This design comes from an exercise in tuning for small area and few clock cycles on the open sky130 flow, not from production work. Only simulation tests tie the RTL to the original design; equivalence was not proved. The clock port is modelled as an ideal driver; clocking choices that lean on that would not hold on a real chip. No activity file was given, so power comes from the tool's default toggle rates.

`flow/design.v`:
```
module cas2wav_sine (
    input  wire [4:0] m,
    input  wire       neg,
    output wire [7:0] s
);
    wire [4:0] k = (m > 5'd9) ? 5'd18 - m : m;
    reg  [6:0] a;
    always @(*) begin
        case (k[3:0])
            4'd0: a = 7'd0;
            4'd1: a = 7'd22;
            4'd2: a = 7'd43;
            4'd3: a = 7'd63;
            4'd4: a = 7'd81;
            4'd5: a = 7'd97;
            4'd6: a = 7'd109;
            4'd7: a = 7'd119;
            4'd8: a = 7'd125;
            4'd9: a = 7'd127;
            default: a = 7'd0;
        endcase
    end
    wire [6:0] na = 7'd0 - a;
    assign s = neg ? {a == 7'd0, na} : {1'b1, a};
endmodule
module cas2wav_marker (
    input  wire [2:0] i,
    output reg  [7:0] b
);
    always @(*) begin
        case (i)
            3'd0: b = 8'h1F; 3'd1: b = 8'hA6;
            3'd2: b = 8'hDE; 3'd3: b = 8'hBA;
            3'd4: b = 8'hCC; 3'd5: b = 8'h13;
            3'd6: b = 8'h7D; default: b = 8'h74;
        endcase
    end
endmodule
module cas2wav #(
    parameter [31:0] OUT_CAP = 32'd2097152,
    parameter [31:0] CAS_CAP = 32'd65536
) (
    input  wire        clk,
    input  wire        rst,           
    input  wire        reg_wr,
    input  wire [7:0]  reg_addr,
    input  wire [31:0] reg_wdata,
    output reg  [31:0] reg_rdata,
    output wire        cas_rd,
    output wire [31:0] cas_addr,
    input  wire [7:0]  cas_rdata,
    output wire        out_wr,
    output wire [31:0] out_addr,
    output wire [7:0]  out_wdata,
    output wire        done
);
    localparam [3:0] S_IDLE   = 4'd0,
                     S_SRD    = 4'd1,    
                     S_SCK    = 4'd2,    
                     S_CRD    = 4'd3,    
                     S_CCK    = 4'd4,    
                     S_SIL    = 4'd5,    
                     S_HDR    = 4'd6,    
                     S_DRD    = 4'd7,    
                     S_DCK    = 4'd8,    
                     S_BYTE   = 4'd9,    
                     S_FIN    = 4'd10;   
    reg [31:0] baud;
    reg [31:0] leadin_s;
    reg [31:0] cas_len;
    reg        done_r;
    reg [1:0]  errc;         
    reg [1:0]  mode;
    reg        mode_valid;
    reg [3:0]  st;
    reg [16:0] pos;          
    reg [3:0]  idx;          
    reg [1:0]  typ;          
    reg        cont;         
    reg        eof;
    reg [21:0] wp;           
    reg [4:0]  m;            
    reg        neg;
    reg        half;         
    reg [13:0] cnt;          
    reg        bw;           
    reg [8:0]  sr;           
    wire [12:0] sec = {idx, sr};
    reg        nochk;        
    wire busy = (st != S_IDLE);
    wire err  = (errc != 2'd0);
    assign done = done_r;
    wire a_hi0 = (reg_addr[7:5] == 3'd0) && (reg_addr[1:0] == 2'd0);
    wire [2:0] ra = reg_addr[4:2];
    wire [31:0] status = {21'd0, mode_valid, mode, 2'b00, errc, 1'b0, err, done_r, busy};
    wire [21:0] out_len = (done_r && !err) ? wp : 22'd0;
    wire sel_st  = a_hi0 && (ra == 3'd1);
    wire sel_bd  = a_hi0 && (ra == 3'd2);
    wire sel_li  = a_hi0 && (ra == 3'd3);
    wire sel_cl  = a_hi0 && (ra == 3'd4);
    wire sel_ol  = a_hi0 && (ra == 3'd5) && done_r && !err;
    wire sel_oc  = a_hi0 && (ra == 3'd6);
    always @(*) begin
        reg_rdata = ({32{sel_bd}} & baud) | ({32{sel_li}} & leadin_s) |
                    ({32{sel_cl}} & cas_len) | ({32{sel_st}} & status) |
                    {10'd0, {22{sel_ol}} & wp} | ({32{sel_oc}} & OUT_CAP);
    end
    wire ctrl_wr   = reg_wr && a_hi0 && (ra == 3'd0);
    wire srst      = ctrl_wr && reg_wdata[1];
    wire start     = ctrl_wr && !reg_wdata[1] && reg_wdata[0] && !busy;
    reg  baud_ok, lead_ok, len_ok;
    wire [31:0] wd = reg_wdata;
    wire baud_ok_w = (wd[31:12] == 20'd0) && ((wd[11:0] == 12'd1200) || (wd[11:0] == 12'd2400));
    wire lead_ok_w = wd[31] || ((wd[30:13] == 18'd0) && (wd[12:0] <= 13'd6213));
    wire len_ok_w  = (wd[31:17] == 15'd0) && (!wd[16] || (wd[15:0] == 16'd0));
    wire config_ok = baud_ok && lead_ok && len_ok;
    wire cfg_wr    = reg_wr && a_hi0 && !busy;
    wire k2 = baud[11];
    reg         c;
    reg         rb;
    wire [17:0] psum    = {pos, 1'b1} + {13'd0, idx, c};
    wire [16:0] rd_addr = psum[17:1];
    wire        at_end  = (rd_addr == cas_len[16:0]);
    wire        rd_st   = (st == S_SRD) || (st == S_CRD) || (st == S_DRD);
    wire [7:0]  mk;
    cas2wav_marker u_mk (.i(idx[2:0]), .b(mk));
    wire        mk_ok   = (cas_rdata == mk) && !nochk;
    assign cas_rd   = rd_st && !at_end;
    assign cas_addr = {15'd0, rd_addr};
    wire        emit  = (st == S_SIL) || (st == S_HDR) || (st == S_BYTE);
    wire        ovf   = wp[21];
    wire        tone  = (st == S_HDR) || ((st == S_BYTE) && sr[0]);
    wire [2:0]  inc   = tone ? (k2 ? 3'd4 : 3'd2) : (k2 ? 3'd2 : 3'd1);
    wire [5:0]  msum  = {1'b0, m} + {3'd0, inc};
    wire        mwrap = (msum >= 6'd18);
    wire        pend  = neg && mwrap;              
    wire        wrap  = pend && (!tone || half);   
    wire [7:0]  sine;
    cas2wav_sine u_sine (.m(m), .neg(neg), .s(sine));
    wire [7:0]  wbyte = (pos[1:0] == 2'd0) ? wp[7:0] :
                        (pos[1:0] == 2'd1) ? wp[15:8] : {2'd0, wp[21:16]};
    wire [8:0]  dsub  = {1'b0, wbyte} - ((pos[1:0] == 2'd0) ? 9'd44 : {8'd0, bw});
    wire [7:0]  dbyte = dsub[7:0];
    reg  [7:0]  hdr_b;
    always @(*) begin
        case (pos[5:0])
            6'd0:  hdr_b = 8'h52; 6'd1:  hdr_b = 8'h49; 6'd2:  hdr_b = 8'h46; 6'd3:  hdr_b = 8'h46;
            6'd4:  hdr_b = dbyte; 6'd5:  hdr_b = dbyte; 6'd6:  hdr_b = dbyte; 6'd7:  hdr_b = 8'h00;
            6'd8:  hdr_b = 8'h57; 6'd9:  hdr_b = 8'h41; 6'd10: hdr_b = 8'h56; 6'd11: hdr_b = 8'h45;
            6'd12: hdr_b = 8'h66; 6'd13: hdr_b = 8'h6D; 6'd14: hdr_b = 8'h74; 6'd15: hdr_b = 8'h20;
            6'd16: hdr_b = 8'h10; 6'd20: hdr_b = 8'h01; 6'd22: hdr_b = 8'h01;
            6'd24: hdr_b = 8'hC0; 6'd25: hdr_b = 8'hA8;
            6'd28: hdr_b = 8'hC0; 6'd29: hdr_b = 8'hA8;
            6'd32: hdr_b = 8'h01; 6'd34: hdr_b = 8'h08;
            6'd36: hdr_b = 8'h64; 6'd37: hdr_b = 8'h61; 6'd38: hdr_b = 8'h74; 6'd39: hdr_b = 8'h61;
            6'd40: hdr_b = dbyte; 6'd41: hdr_b = dbyte; 6'd42: hdr_b = dbyte;
            default: hdr_b = 8'h00;
        endcase
    end
    assign out_wr    = (emit && !ovf) || (st == S_FIN);
    assign out_addr  = (st == S_FIN) ? {26'd0, pos[5:0]} : {10'd0, wp};
    assign out_wdata = (st == S_FIN) ? hdr_b : (st == S_SIL) ? 8'h80 : sine;
    localparam [13:0] L_10 = 14'h1B6F, L_1199 = 14'h2DAC, L_2399 = 14'h1250,
                      L_1999 = 14'h0F9C, L_3999 = 14'h3C78,
                      L_7999 = 14'h07B9, L_15999 = 14'h3F67;
    wire [13:0] n_hdr = cont ? (k2 ? L_3999 : L_1999) : (k2 ? L_15999 : L_7999);
    wire [13:0] n_sec = k2 ? L_2399 : L_1199;
    wire [13:0] cnt_nx = {cnt[12:0], cnt[13] ^ cnt[12] ^ cnt[11] ^ cnt[1]};
    wire        cnt_end = (cnt == 14'h3FFF);
    wire        lead_pos = !leadin_s[31] && (leadin_s[12:0] != 13'd0);   
    wire        more_bin = typ[1] && !cont;
    wire        more     = (typ == 2'd1) ? !eof : more_bin;
    wire [7:0]  cls_b  = (typ == 2'd1) ? 8'hEA : (typ == 2'd2) ? 8'hD0 : 8'hD3;
    wire [1:0]  cls_t  = (idx == 4'd0) ? ((cas_rdata == 8'hEA) ? 2'd1 :
                                          (cas_rdata == 8'hD0) ? 2'd2 :
                                          (cas_rdata == 8'hD3) ? 2'd3 : 2'd0)
                                       : ((cas_rdata == cls_b) ? typ : 2'd0);
    always @(posedge clk) begin
        if (rst) begin
            baud       <= 32'd1200;
            baud_ok    <= 1'b1;
            lead_ok    <= 1'b1;
            len_ok     <= 1'b1;
            leadin_s   <= 32'd0;
            cas_len    <= 32'd0;
            done_r     <= 1'b0;
            errc       <= 2'd0;
            mode       <= 2'd0;
            mode_valid <= 1'b0;
            st         <= S_IDLE;
        end else if (srst) begin
            done_r     <= 1'b0;
            errc       <= 2'd0;
            mode       <= 2'd0;
            mode_valid <= 1'b0;
            st         <= S_IDLE;
        end else begin
            if (cfg_wr) begin
                case (ra)
                    3'd2: begin baud     <= reg_wdata; baud_ok <= baud_ok_w; end
                    3'd3: begin leadin_s <= reg_wdata; lead_ok <= lead_ok_w; end
                    3'd4: begin cas_len  <= reg_wdata; len_ok  <= len_ok_w;  end
                    default: ;
                endcase
            end
            if (emit) begin
                if (!ovf) wp <= wp + 22'd1;
                m    <= mwrap ? msum[4:0] - 5'd18 : msum[4:0];
                neg  <= neg ^ mwrap;
                if (pend) half <= tone && !half;
            end
            if (rd_st && !at_end) begin
                if (rb) begin
                    pos <= rd_addr;
                    idx <= 4'd0;
                end else begin
                    idx <= idx + 4'd1;
                end
            end
            case (st)
                S_IDLE: begin
                    if (start) begin
                        mode       <= 2'd0;
                        mode_valid <= 1'b0;
                        if (config_ok) begin
                            done_r <= 1'b0;
                            errc   <= 2'd0;
                            pos    <= 17'd0;
                            idx    <= 4'd0;
                            c      <= 1'b0;
                            rb     <= 1'b1;
                            nochk  <= 1'b0;
                            wp     <= 22'd44;
                            st     <= S_SRD;
                        end else begin
                            done_r <= 1'b1;
                            errc   <= 2'd3;
                        end
                    end
                end
                S_SRD: begin
                    if (at_end) begin
                        pos <= 17'd0;
                        idx <= 4'd0;
                        c   <= 1'b1;
                        st  <= S_FIN;
                    end else begin
                        st <= S_SCK;
                    end
                end
                S_SCK: begin
                    c  <= mk_ok || (idx == 4'd0);
                    rb <= !mk_ok || (idx == 4'd7);
                    st <= (mk_ok && idx == 4'd7) ? S_CRD : S_SRD;
                end
                S_CRD: begin
                    if (at_end) begin
                        done_r <= 1'b1;
                        errc   <= 2'd1;
                        st     <= S_IDLE;
                    end else begin
                        st <= S_CCK;
                    end
                end
                S_CCK: begin
                    typ <= cls_t;
                    c   <= 1'b1;
                    rb  <= 1'b0;
                    st  <= S_CRD;
                    if (idx == 4'd9) begin
                        c    <= 1'b0;
                        rb   <= 1'b1;
                        cont <= 1'b0;
                        m    <= 5'd0;
                        neg  <= 1'b0;
                        half <= 1'b0;
                        cnt  <= n_sec;
                        st   <= S_SIL;
                        if (!mode_valid) begin
                            mode_valid <= 1'b1;
                            mode       <= cls_t;
                        end
                        {idx, sr} <= (cls_t != 2'd0 && lead_pos) ? leadin_s[12:0] : 13'd2;
                    end
                end
                S_SIL: begin
                    if (ovf) begin
                        done_r <= 1'b1;
                        errc   <= 2'd2;
                        st     <= S_IDLE;
                    end else if (wrap) begin
                        if (cnt_end) begin
                            if (sec == 13'd1) begin
                                cnt <= n_hdr;
                                st  <= S_HDR;
                            end else begin
                                {idx, sr} <= sec - 13'd1;
                                cnt <= n_sec;
                            end
                        end else begin
                            cnt <= cnt_nx;
                        end
                    end
                end
                S_HDR: begin
                    if (ovf) begin
                        done_r <= 1'b1;
                        errc   <= 2'd2;
                        st     <= S_IDLE;
                    end else if (wrap) begin
                        if (cnt_end) begin
                            eof <= 1'b0;
                            st  <= S_DRD;
                        end else begin
                            cnt <= cnt_nx;
                        end
                    end
                end
                S_DRD: begin
                    if (at_end) begin
                        if (rb) begin
                            if (more_bin) begin
                                cont <= 1'b1;
                                cnt  <= n_sec;
                                {idx, sr} <= 13'd1;
                                st   <= S_SIL;
                            end else begin
                                pos <= 17'd0;
                                idx <= 4'd0;
                                c   <= 1'b1;
                                st  <= S_FIN;
                            end
                        end else begin
                            nochk <= 1'b1;
                            idx   <= 4'd0;
                            c     <= 1'b0;
                            rb    <= 1'b1;
                        end
                    end else begin
                        st <= S_DCK;
                    end
                end
                S_DCK: begin
                    nochk <= 1'b0;
                    sr    <= {cas_rdata, 1'b0};
                    c     <= 1'b1;
                    rb    <= 1'b1;
                    if (mk_ok && idx == 4'd7) begin
                        pos <= rd_addr;      
                        idx <= 4'd0;
                        c   <= 1'b0;
                        if (more) begin
                            cont <= 1'b1;
                            cnt  <= n_sec;
                            {idx, sr} <= 13'd1;
                            st   <= S_SIL;
                        end else begin
                            st <= S_CRD;
                        end
                    end else if (mk_ok) begin
                        rb <= 1'b0;
                        st <= S_DRD;
                    end else if (idx != 4'd0) begin
                        nochk <= 1'b1;
                        idx   <= 4'd0;
                        c     <= 1'b0;
                        st    <= S_DRD;
                    end else begin
                        if (cas_rdata == 8'h1A) eof <= 1'b1;
                        cnt <= L_10;
                        st  <= S_BYTE;
                    end
                end
                S_BYTE: begin
                    if (ovf) begin
                        done_r <= 1'b1;
                        errc   <= 2'd2;
                        st     <= S_IDLE;
                    end else if (wrap) begin
                        sr <= {1'b1, sr[8:1]};
                        if (cnt_end)
                            st <= S_DRD;
                        else
                            cnt <= cnt_nx;
                    end
                end
                S_FIN: begin
                    pos <= rd_addr;      
                    bw  <= dsub[8];
                    if (pos[5:0] == 6'd43) begin
                        done_r <= 1'b1;
                        st     <= S_IDLE;
                    end
                end
                default: st <= S_IDLE;
            endcase
        end
    end
endmodule
```
`flow/standard.sh`:
```
#!/bin/bash
# synth_recipe.tcl (not shown) runs the flow's synth.tcl, then flattens the netlist and writes it again
# the make line also repeats each setting of config.mk as NAME=value (left out here)
make -C /OpenROAD-flow-scripts/flow DESIGN_CONFIG=/design/flow/config.mk WORK_HOME=/design/flow/orfs CLKGATE_MAP_FILE= SYNTH_SCRIPT=/design/flow/synth_recipe.tcl "${@:-finish}"
```
`flow/constraint.sdc`:
```
create_clock -name core_clock -period 8.0 [get_ports {clk}]
set_input_delay 1.6000 -clock core_clock [delete_from_list [all_inputs] [get_ports {clk}]]
set_output_delay 1.6000 -clock core_clock [all_outputs]
set_load 0.01 [all_outputs]
```
`flow/config.mk`:
```
export PLATFORM = sky130hd
export DESIGN_NAME = cas2wav
export DESIGN_NICKNAME = cas2wav
export VERILOG_FILES = /design/flow/design.v
export SDC_FILE = /design/flow/constraint.sdc
export NUM_CORES = 4
export LEC_CHECK = 0
export ABC_AREA = 1
export CAP_MARGIN = 20
export CORE_MARGIN = 2
export CORE_UTILIZATION = 40
export CTS_BUF_LIST = sky130_fd_sc_hd__clkbuf_8 sky130_fd_sc_hd__clkbuf_16
export SLEW_MARGIN = 20
```
`flow/flow/restructure.tcl`:
```
# Sourced at the end of ORFS's floorplan step (POST_FLOORPLAN_TCL).
# Re-synthesizes the combinational logic for area with OpenROAD's restructure.
# ABC there reads the liberty directly, so it gets a copy without the
# platform's don't-use cells.
set rs_lib [lindex $::env(LIB_FILES) 0]
set rs_dir $::env(OBJECTS_DIR)/restructure
file mkdir $rs_dir
exec python3 $::env(OWN_FLOW_DIR)/libfilter.py $rs_lib $rs_dir/no_dont_use.lib \
  {*}$::env(DONT_USE_CELLS) >& $rs_dir/libfilter.log
puts "restructure: area before [sta::format_area [rsz::design_area] 0]"
remove_buffers
set tie_cell [lindex $::env(TIELO_CELL_AND_PORT) 0]
set tielo "$tie_cell/[lindex $::env(TIELO_CELL_AND_PORT) 1]"
set tiehi "[lindex $::env(TIEHI_CELL_AND_PORT) 0]/[lindex $::env(TIEHI_CELL_AND_PORT) 1]"

# Output ports driven by a tie cell, and which tie pin drives each. A later
# restructure pass can drop these ties, so they are put back afterwards.
set block [ord::get_db_block]
set port_ties [dict create]
foreach bt [$block getBTerms] {
  set net [$bt getNet]
  if { $net == "NULL" } { continue }
  foreach it [$net getITerms] {
    if { [$it isOutputSignal] && [[[$it getInst] getMaster] getName] == $tie_cell } {
      dict set port_ties [$bt getName] [[$it getMTerm] getName]
    }
  }
}

foreach pass {1 2 3} {
  restructure -target area -liberty_file $rs_dir/no_dont_use.lib \
    -tielo_port $tielo -tiehi_port $tiehi -work_dir $rs_dir \
    -abc_logfile $rs_dir/abc.log
  puts "restructure: area after pass $pass [sta::format_area [rsz::design_area] 0]"
}

proc net_has_driver { net } {
  foreach it [$net getITerms] {
    if { [$it isOutputSignal] } { return 1 }
  }
  foreach bt [$net getBTerms] {
    if { [$bt getIoType] == "INPUT" } { return 1 }
  }
  return 0
}

set tie_master [[ord::get_db] findMaster $tie_cell]
set n 0
dict for {port pin} $port_ties {
  set net [[$block findBTerm $port] getNet]
  if { ![net_has_driver $net] } {
    set inst [odb::dbInst_create $block $tie_master "restructure_tie_$n"]
    [$inst findITerm $pin] connect $net
    incr n
  }
}
puts "restructure: ties put back on $n output ports"

# nothing may be left undriven
foreach net [$block getNets] {
  if { [$net getSigType] != "SIGNAL" } { continue }
  if { [llength [$net getITerms]] + [llength [$net getBTerms]] < 2 } { continue }
  if { ![net_has_driver $net] } {
    error "restructure: net [$net getName] has no driver"
  }
}
```
`flow/flow/libfilter.py`:
```
#!/usr/bin/env python3
# Copy a liberty file leaving out the named cells (the platform's don't-use
# list), so that ABC inside OpenROAD's restructure cannot pick them.
import re, sys
src, dst = sys.argv[1], sys.argv[2]
drop = set(sys.argv[3:])
text = open(src).read()
out = []
i = 0
pat = re.compile(r'^\s*cell\s*\(\s*"?([A-Za-z0-9_]+)"?\s*\)\s*\{', re.M)
while True:
    m = pat.search(text, i)
    if not m:
        out.append(text[i:])
        break
    name = m.group(1)
    # find the matching closing brace
    depth = 0
    j = m.end() - 1
    while True:
        ch = text[j]
        if ch == '{':
            depth += 1
        elif ch == '}':
            depth -= 1
            if depth == 0:
                break
        j += 1
    if name in drop or any(name.startswith(p.rstrip('*')) and p.endswith('*') for p in drop):
        out.append(text[i:m.start()])
    else:
        out.append(text[i:j + 1])
    i = j + 1
open(dst, 'w').write(''.join(out))
```
`flow/flow/run.sh`:
```
#!/bin/bash
# The standard layout (standard.sh) with these changes made through ORFS's
# own hooks:
#  - after floorplan, the combinational logic is re-synthesized for area by
#    OpenROAD's restructure (ABC); registers are not touched;
#  - ports are buffered with the smallest buffer, buf_1, which the resizer
#    may still upsize;
#  - clock tree synthesis uses clkbuf_8 and no dummy loads.
# Each tool's output stays in its ORFS log; make's output goes to standard.log.
set -euo pipefail
W=$PWD
export OWN_FLOW_DIR=$W/flow
export POST_FLOORPLAN_TCL=$W/flow/restructure.tcl
export BUFFER_PORTS_ARGS="-buffer_cell sky130_fd_sc_hd__buf_1"
export CTS_ARGS="-sink_clustering_enable -repair_clock_nets -buf_list {sky130_fd_sc_hd__clkbuf_8 sky130_fd_sc_hd__clkbuf_16} -dont_use_dummy_load"
bash standard.sh > standard.log 2>&1
```
==> metrics.md, run 1 <==
| Metric | Value |
|---|---|
| Root buf cell | clkbuf_16 |
| Crit path cell chain | clkinv_1, o21ai_0, o221ai_1, clkinv_1, o22ai_1, or2_0, nor2_1, nand2_1, nor2_1, clkinv_1, o22ai_1, clkinv_1, o22ai_1, nor4bb_1, nand4b_1, nor4b_1, buf_4, clkinv_1, o21ai_0, clkinv_1, buf_1 |
| CP dominant cell by count | clkinv_1 |
| Num Clock Sinks | 190 |
| Clk network pwr share | 0.250 |
| Slew Viols, Final | 0 |
| Drt drc | 0 |
| Antenna viol nets, final | 0 |
| Pwr Density | roughly 230 nW/um^2 |
| Crit path required time | about 6.4 ns |
| Worst Hold Path Cells | 2 |
| Tightest Hold Check Type | flip-flop to flip-flop |
| HP Start | baud[13] |
| Via density | between 5 and 6 |
| Critical-path top delay cell | edfxtp_1 |
| Post-CTS setup buffers | 0 |
| Cell Int Power | roughly 1.8 mW |
| Total power | between 2 and 3 mW |
| Placed inst area | between 10000 and 15000 sq um |
| Clock latency at the later pin of the worst-skew pair | approximately 0.46 ns |
| Total global routing overflow | 0 |
| CTS Buffer Depth | 2 |
| RR Endpoint | pos[13] |
| DIE AREA | 36400 sq um |
| CTS tree | built |
| Final hold viol count | 0 |
| R2R depth | 22 |
| Drt first-iter violations | roughly 1100 |
| Max_slew headroom | 0.2799 |
| Setup-failing EPs final | 0 |
| Die H | between 150 and 200 um |
| Post-CTS sizing | 0 |
| Port buffer count | ~130 |
| Final #Nets | approximately 1600 |
| Final Cycle Share | 0.9287 |
| Worst Tran Pin Value | 1.074 ns |
| Via count | between 10000 and 15000 |
| Synth top area share | 0.1743 |
| Initial core utilization | 0.4050 |
| Die Wd | about 190 um |
| H-tree levels | 4 |
| First-pass GRT wire length | slightly above 60000 um |
| Clk pin slew, worst setup/hold paths | about 0.060 ns |
| Num CTS Buffers | 17 |
| Seq pwr share | 0.416 |
| Avg WL per Cell | between 20 and 25 um |
| Largest cells by area after synthesis | edfxtp_1 (17%), dfxtp_1 (16%), nand2_1 (13%), inv_1 (7.4%), o21ai_0 (6.7%) |
| Largest net degree at the start of global routing | 77 |
| Worst Setup End Kind | output pin |
| Worst Hold Endpoint | baud[13] |
| GPL Wtd Cong | ~0.97 |
| Primary FF master, synth | dfxtp_1 |
| Synth Cell Area | 13950 sq um |
| Rows | between 60 and 70 |
| Initial antenna violation count | 0 |
| Crit path largest cell delay | 0.48 ns |
| Ys Warns | 3 |
| Combinational power share | 0.334 |
| Core ar. | roughly 34000 sq um |
| Startpoint Class | flip-flop |
| Share of cells above drive strength 1 | 0.03179 |
| Switch share | 0.3856 |
| Syn avg cell area | ~6.6 sq um |
| Area growth from synthesis to layout | -9.002% |
| Hold_buf cts | 0 |
| Max cap viols | 0 |
| Vias in the first global route | 10760 |
| Placed wire-length estimate | approximately 30000 um |
| First-pass DRT Iterations | 9 |
| Area leader, netlist | edfxtp_1 |
| Synth Register Bits | 190 |
| N_diodes | 0 |
| Netlist cell types | 64 |
| Total routed wirelength | between 40000 and 50000 um |
| I/O Pins | between 150 and 200 |
| Worst r2r src | idx[0] |
| Crit path arrival time | 5.83 ns |
| Flop2flop setup slack | 1.49 ns |
| GRT Total Usage | 0.2212 |
| Post-synthesis sequential area ratio | 0.3307 |
| Fmax | between 100 and 150 MHz |
| Switching pwr | between 1 and 1.5 mW |
| Sum of negative setup slack | 0 ns |
| Number of synthesized flops with an enable pin | a little over 80 |
| WS Path Type | flip-flop to output pin |
| Skew final | 0.03156 ns |
| Leak Pwr | a little under 4 nW |
| Fin area | around 13000 sq um |
| VDD IR max | about 170 uV |
| Outcome | finished clean |
| Critical Path Fanout Max | 12 |
| Minimum clock period | 7.429 ns |
| Asr flop ratio synth | 0 |
| RSZ-0062 raised after global routing | no |
| Post-synthesis cell count | about 2100 |
-- per-stage QoR --
step	hold WS, ns	setup slack [ns]	utilization	std cells
after floorplan	0.4285	3.129	-	2131
after detailed placement	0.4338	1.311	0.3554	1947
after CTS	0.4436	0.8120	0.3677	1964
after global routing	0.4599	0.05287	0.3685	1965
final	0.4407	0.5706	0.3685	1965
after global placement	0.4271	1.684	0.3554	1947
-- registers in the layout, indices dropped and copies added (netlist names), 2 cells and up --
name and flops:
st 4, cnt 14, pos 17, mode 2, errc 2, wp 22, m 5, typ 2
leadin_s 32, idx 4, cas_len 32, sr 9, baud 32
-- layout by cell type (no fill, tap or decap), types with 23 or more instances in the layout --
cell / instances
nor3_1: 29
buf_1: 132
dfxtp_1: 109
o22ai_1: 52
clkinv_1: 246
o21ai_0: 116
nand2_1: 56
nor2_1: 171
o221a_1: 46
conb_1: 25
a21oi_1: 84
a22oi_1: 23
o221ai_1: 44
a222oi_1: 26
a221oi_1: 24
edfxtp_1: 81
-- area by class of cell --
type,count,area (sq um)
inverter,248,930.9
timing repair buffer,155,688.2
fill,3600,21760
sequential,190,4614
clock buffer,17,425.4
multi-input combinational,900,5470
tap,455,569.3
-- worst max-delay path, delay by kind of cell (launching register included) --
kind / cells / cell delay, ns
AND/OR/NAND/NOR: 7 / 1.77
buffers and inverters: 8 / 1.70
AO/OA/AOI/OAI: 6 / 1.46
flip-flops: 1 / 0.48
-- how the worst max path moves through the flow --
stage	start	endpoint	slack, ns
2_1_floorplan	st[0]	cnt[0]	3.13
3_3_place_gp	idx[0]	cas_rd	1.68
3_5_place_dp	idx[0]	cas_rd	1.31
4_1_cts	pos[0]	cas_rd	0.81
5_1_grt	pos[0]	cas_rd	0.05
6_report	idx[0]	cas_rd	0.57
-- cells by family after synthesis --
family,Yosys count,share of synthesized area
xor gates and xnor gates,24,0.01506
adders and majority gates,38,0.03515
and+or+nand+nor,1016,0.3188
buffers and inverters,387,0.1140
AOI/OAI and AO/OA,451,0.1860
other,1,0.0002687
DFF,190,0.3307
-- cells in the mapped netlist, drive strengths merged (9+ instances only) --
master   number
nand3       166
nand4        29
nor2        251
clkbuf       60
nor4         15
edfxtp       81
inv         290
dfxtp       109
ha           36
nand2       497
nor3         44
o22ai        14
xor2         20
o21ai       206
a221oi       14
a21oi       139
o2111ai      11
o211ai        9
o221ai       17
buf          35
-- power by group through the flow --
stage                     logic (mW)  registers (mW)  clock network, mW
final                          0.967            1.21              0.724
after global routing            1.06            1.22              0.768
after CTS                      0.947            1.20              0.735
after detailed placement       0.942            1.22                  0
after global placement         0.936            1.22                  0
after floorplan                0.309            1.07                  0
-- routing by layer --
metal | vias up | global-route usage | routed length (um)
li1 | 5401 | - | -
met1 | 5488 | 0.2897 | 17250
met2 | 536 | 0.3593 | 18780
met3 | 75 | 0.04196 | 3277
met4 | 0 | 0.08527 | 1505
met5 | - | 0 | 0
Testbench counts, summed over its fixed seeds: cycles 10,482,878.
==> inputs of run 2 (changes only) <==
==> flow/flow/run.sh (replaced) <==
#!/bin/bash
# The standard layout (standard.sh) with these changes made through ORFS's
# own hooks:
#  - after floorplan, the combinational logic is re-synthesized for area by
#    OpenROAD's restructure (ABC); registers are not touched;
#  - ports are buffered with the smallest buffer, buf_1, which the resizer
#    may still upsize;
#  - clock tree synthesis uses clkbuf_8 and no dummy loads; after it, a clock
#    buffer whose flip-flops would see a slew near the limit becomes clkbuf_16.
# Each tool's output stays in its ORFS log; make's output goes to standard.log.
set -euo pipefail
W=$PWD
export OWN_FLOW_DIR=$W/flow
export POST_FLOORPLAN_TCL=$W/flow/restructure.tcl
export POST_CTS_TCL=$W/flow/clock_fix.tcl
export BUFFER_PORTS_ARGS="-buffer_cell sky130_fd_sc_hd__buf_1"
export CTS_ARGS="-sink_clustering_enable -repair_clock_nets -buf_list sky130_fd_sc_hd__clkbuf_8 -dont_use_dummy_load"
bash standard.sh > standard.log 2>&1
==> flow/flow/clock_fix.tcl (new file) <==
set big sky130_fd_sc_hd__clkbuf_16
estimate_parasitics -placement
set n 0
foreach inst [get_cells -filter "ref_name == sky130_fd_sc_hd__clkbuf_8"] {
  set out [get_pins -of_objects $inst -filter "direction == output"]
  set worst 0
  foreach ld [get_pins -of_objects [get_nets -of_objects $out] -filter "direction == input"] {
    set s [get_property $ld slew_max]
    if { $s > $worst } { set worst $s }
  }
  if { $worst > 0.100 } {
    puts "clock_fix: [get_full_name $inst] slew [format %.3f $worst] -> $big"
    replace_cell $inst $big
    incr n
  }
}
puts "clock_fix: upsized $n clock buffers"
if { $n > 0 } {
  detailed_placement
  check_placement -verbose
  estimate_parasitics -placement
}
--- a/flow/config.mk
+++ b/flow/config.mk
@@ -9,5 +9,5 @@
 export CAP_MARGIN = 20
 export CORE_MARGIN = 2
 export CORE_UTILIZATION = 40
-export CTS_BUF_LIST = sky130_fd_sc_hd__clkbuf_8 sky130_fd_sc_hd__clkbuf_16
+export CTS_BUF_LIST = sky130_fd_sc_hd__clkbuf_8
 export SLEW_MARGIN = 20
==> run 2 against run 1 <==
Net effect:
- global-route usage is essentially flat
- clock skew fell by 0.0030 ns
- critical path depth is the same
- highest routed layer unchanged
==> metrics.md, run 2 <==
| Metric | Value |
|---|---|
| Sum of negative setup slack | 0 ns |
| Tightest Hold Check Type | flip-flop to flip-flop |
| Port buffer count | around 130 |
| CP bufs+invs | 8 |
| GRT Total Usage | 0.2208 |
| Regs by FF count | baud (32), cas_len (32), leadin_s (32) |
| Area growth from synthesis to layout | -10.14% |
| Max cap viols | 0 |
| Total global routing overflow | 0 |
| Outcome | finished clean |
| Fin area | around 13000 sq um |
| Largest net degree at the start of global routing | 77 |
| Setup-failing EPs final | 0 |
| Final #Nets | 1563 |
| CTS tree | built |
| Netlist cell types | 64 |
| Die H | 190.8 um |
| Ys Warns | 3 |
| Synth Register Bits | 190 |
| N_diodes | 0 |
| Post-synthesis sequential area ratio | 0.3307 |
| Placed wire-length estimate | 30280 um |
| DIE AREA | 36400 sq um |
| Max layer used | met4 |
| Startpoint Class | flip-flop |
| Most frequent cells in the layout | clkinv_1 (246), nor2_1 (171), buf_1 (132), o21ai_0 (117), dfxtp_1 (109) |
| Pwr Density | between 200 and 250 nW/um^2 |
| Share of cells above drive strength 1 | 0.03179 |
| Critical Path Fanout Max | 12 |
| Crit path largest cell delay | ~0.48 ns |
| Crit path arrival time | a little under 6 ns |
| Synth Cell Area | ~14000 sq um |
| First-pass DRT Iterations | 7 |
| GPL Wtd Cong | 0.9658 |
| Avg WL per Cell | about 21 um |
| Critical-path top delay cell | edfxtp_1 |
| Crit path required time | around 6.4 ns |
| Skew final | 0.02855 ns |
| Area leader, netlist | edfxtp_1 |
| Clock latency at the later pin of the worst-skew pair | roughly 0.41 ns |
| Total routed wirelength | a little over 40000 um |
| Worst Setup End Kind | output pin |
| WS Path Type | flip-flop to output pin |
| Post-synth top cells | nand2_1 (482), inv_1 (275), nor2_1 (236), o21ai_0 (187), nand3_1 (160) |
| Fmax | 135.5 MHz |
| I/O Pins | 158 |
| Final Cycle Share | 0.9225 |
| Clk pin slew, worst setup/hold paths | 0.09 ns |
| Final hold viol count | 0 |
| Critical path's top delay family | simple AND/OR/NAND/NOR gates |
| VDD IR max | approximately 160 uV |
| Fin worst setup slack | between 0.6 and 0.7 ns |
| Drt drc | 0 |
| Via density | 5.864 |
| Drt first-iter violations | ~1200 |
| Initial core utilization | 0.4050 |
| Die Wd | ~190 um |
| Worst Tran Pin Value | 1.147 ns |
| Met3 Routed Length | approximately 3100 um |
| Core ar. | around 34000 sq um |
| Syn avg cell area | 6.623 sq um |
| Num Clock Sinks | 190 |
| Antenna viol nets, final | 0 |
| Met2 WL post-DR | between 15000 and 20000 um |
| # fillers | about 3600 |
| Most common cell after layout, fill and taps aside | clkinv_1 |
| Synth top area share | 0.1743 |
| First-pass GRT wire length | approximately 62000 um |
| RSZ-0062 raised after global routing | no |
| Setup WS pre-CTS | 1.311 ns |
| Leak Pwr | just under 4 nW |
| Crit path cell chain | clkinv_1, o21ai_0, o221ai_1, clkinv_1, o22ai_1, or2_0, nor2_1, nand2_1, nor2_1, clkinv_1, o22ai_1, clkinv_1, o22ai_1, nor4bb_1, nand4b_1, nor4b_1, buf_4, clkinv_1, o21ai_0, clkinv_1, buf_1 |
| Slew Viols, Final | 0 |
| Largest cells by area after synthesis | edfxtp_1 (17%), dfxtp_1 (16%), nand2_1 (13%), inv_1 (7.4%), o21ai_0 (6.7%) |
| Rows | between 60 and 70 |
| Asr flop ratio synth | 0 |
| Count leader, synth | nand2_1 |
| Placed inst area | approximately 12000 sq um |
| Initial antenna violation count | 0 |
| Vias in the first global route | approximately 11000 |
| Primary FF master, synth | dfxtp_1 |
| Via count | 11520 |
| Max_slew headroom | 0.2275 |
| Number of synthesized flops with an enable pin | just over 80 |
| CP dominant cell by count | clkinv_1 |
| Post-synthesis cell count | ~2100 |
| Minimum clock period | between 7 and 8 ns |
| Met1 WL | about 17000 um |
## run 2: cell counts after synthesis
No cell type changed its count.
## run 2: kinds of logic after synthesis
| kind of cell | count (synthesis) | synth area share |
|---|---|---|
| compound gates | 451 | 0.1860 |
| xor+xnor | 24 | 0.01506 |
| fa+ha+maj | 38 | 0.03515 |
| buf+inv | 387 | 0.1140 |
| flops | 190 | 0.3307 |
| other cells | 1 | 0.0002687 |
| simple gates | 1016 | 0.3188 |
## run 2: stage by stage
stage,cells,total power [mW],util,hold slack [ns]
final,1965,2.743,0.3639,0.4445
after global placement,1947,2.158,0.3554,0.4271
after floorplan,2131,1.378,-,0.4285
after global routing,1965,2.882,0.3639,0.4642
after detailed placement,1947,2.165,0.3554,0.4338
## run 2: metal layers
layer,GRT usage,up-vias
met1,0.2896,5511
met3,0.04012,87
met4,0.08706,0
met5,0,-
met2,0.3588,518
li1,-,5407
## run 2: where the power goes
part / internal (mW) / leakage [nW] / switching (mW)
combinational: 0.302 / 2.07 / 0.667
sequential: 1.11 / 1.65 / 0.0991
clock: 0.235 / 0.143 / 0.333
total: 1.64 / 3.86 / 1.10
## run 2: layout make-up, clock buffers not listed
class / instances / area (sq um) / area share
Tap cell: 455 / 569.3 / 0.04540
Inverter: 248 / 930.9 / 0.07424
Timing Repair Buffer: 155 / 675.6 / 0.05388
Multi-Input combinational cell: 900 / 5470 / 0.4362
Sequential cell: 190 / 4614 / 0.3680
## run 2: worst reg2reg max path, delay by kind of cell (launching register included)
kind	cells	cell delay (ns)
buffers and inverters	6	1.13
AOI/OAI and AO/OA	7	1.69
DFF	1	0.48
and+or+nand+nor	9	2.94
## run 2: final timing paths
kind | start | endpoint | slack (ns) | cells past startpoint
setup / recovery | idx[0] | cas_rd | 0.62 | 21
hold / removal | baud[19] | baud[19] | 0.44 | 2
setup reg to reg | idx[0] | pos[13] | 1.47 | 22
hold reg to reg | baud[19] | baud[19] | 0.44 | 2

[port drivers added, routing unchanged]
In the flow no input, the clock included, has a driving cell. The finished layouts below were timed again as built, in two steps.
Step 1: set_driving_cell puts a clkbuf_16 on clk and a buf_2 on each other input, an assumption about the parent block.
Step 2 moves the port delays by t, midway between the first and last clock arrival at a register: inputs arrive t later, outputs are due t later. That takes back most of the time a late clock gives input paths.
Three values: ideal, step 1, step 2; two values: the first two.
run | t (ns) | setup WS [ns] | worst register clock-pin slew, ns
run 1 | 0.491 | 0.571 / 0.520 / 1.011 | 0.09 / 0.09
run 2 | 0.447 | 0.620 / 0.569 / 1.015 | 0.10 / 0.10
After both steps setup and hold are still met in every run listed.
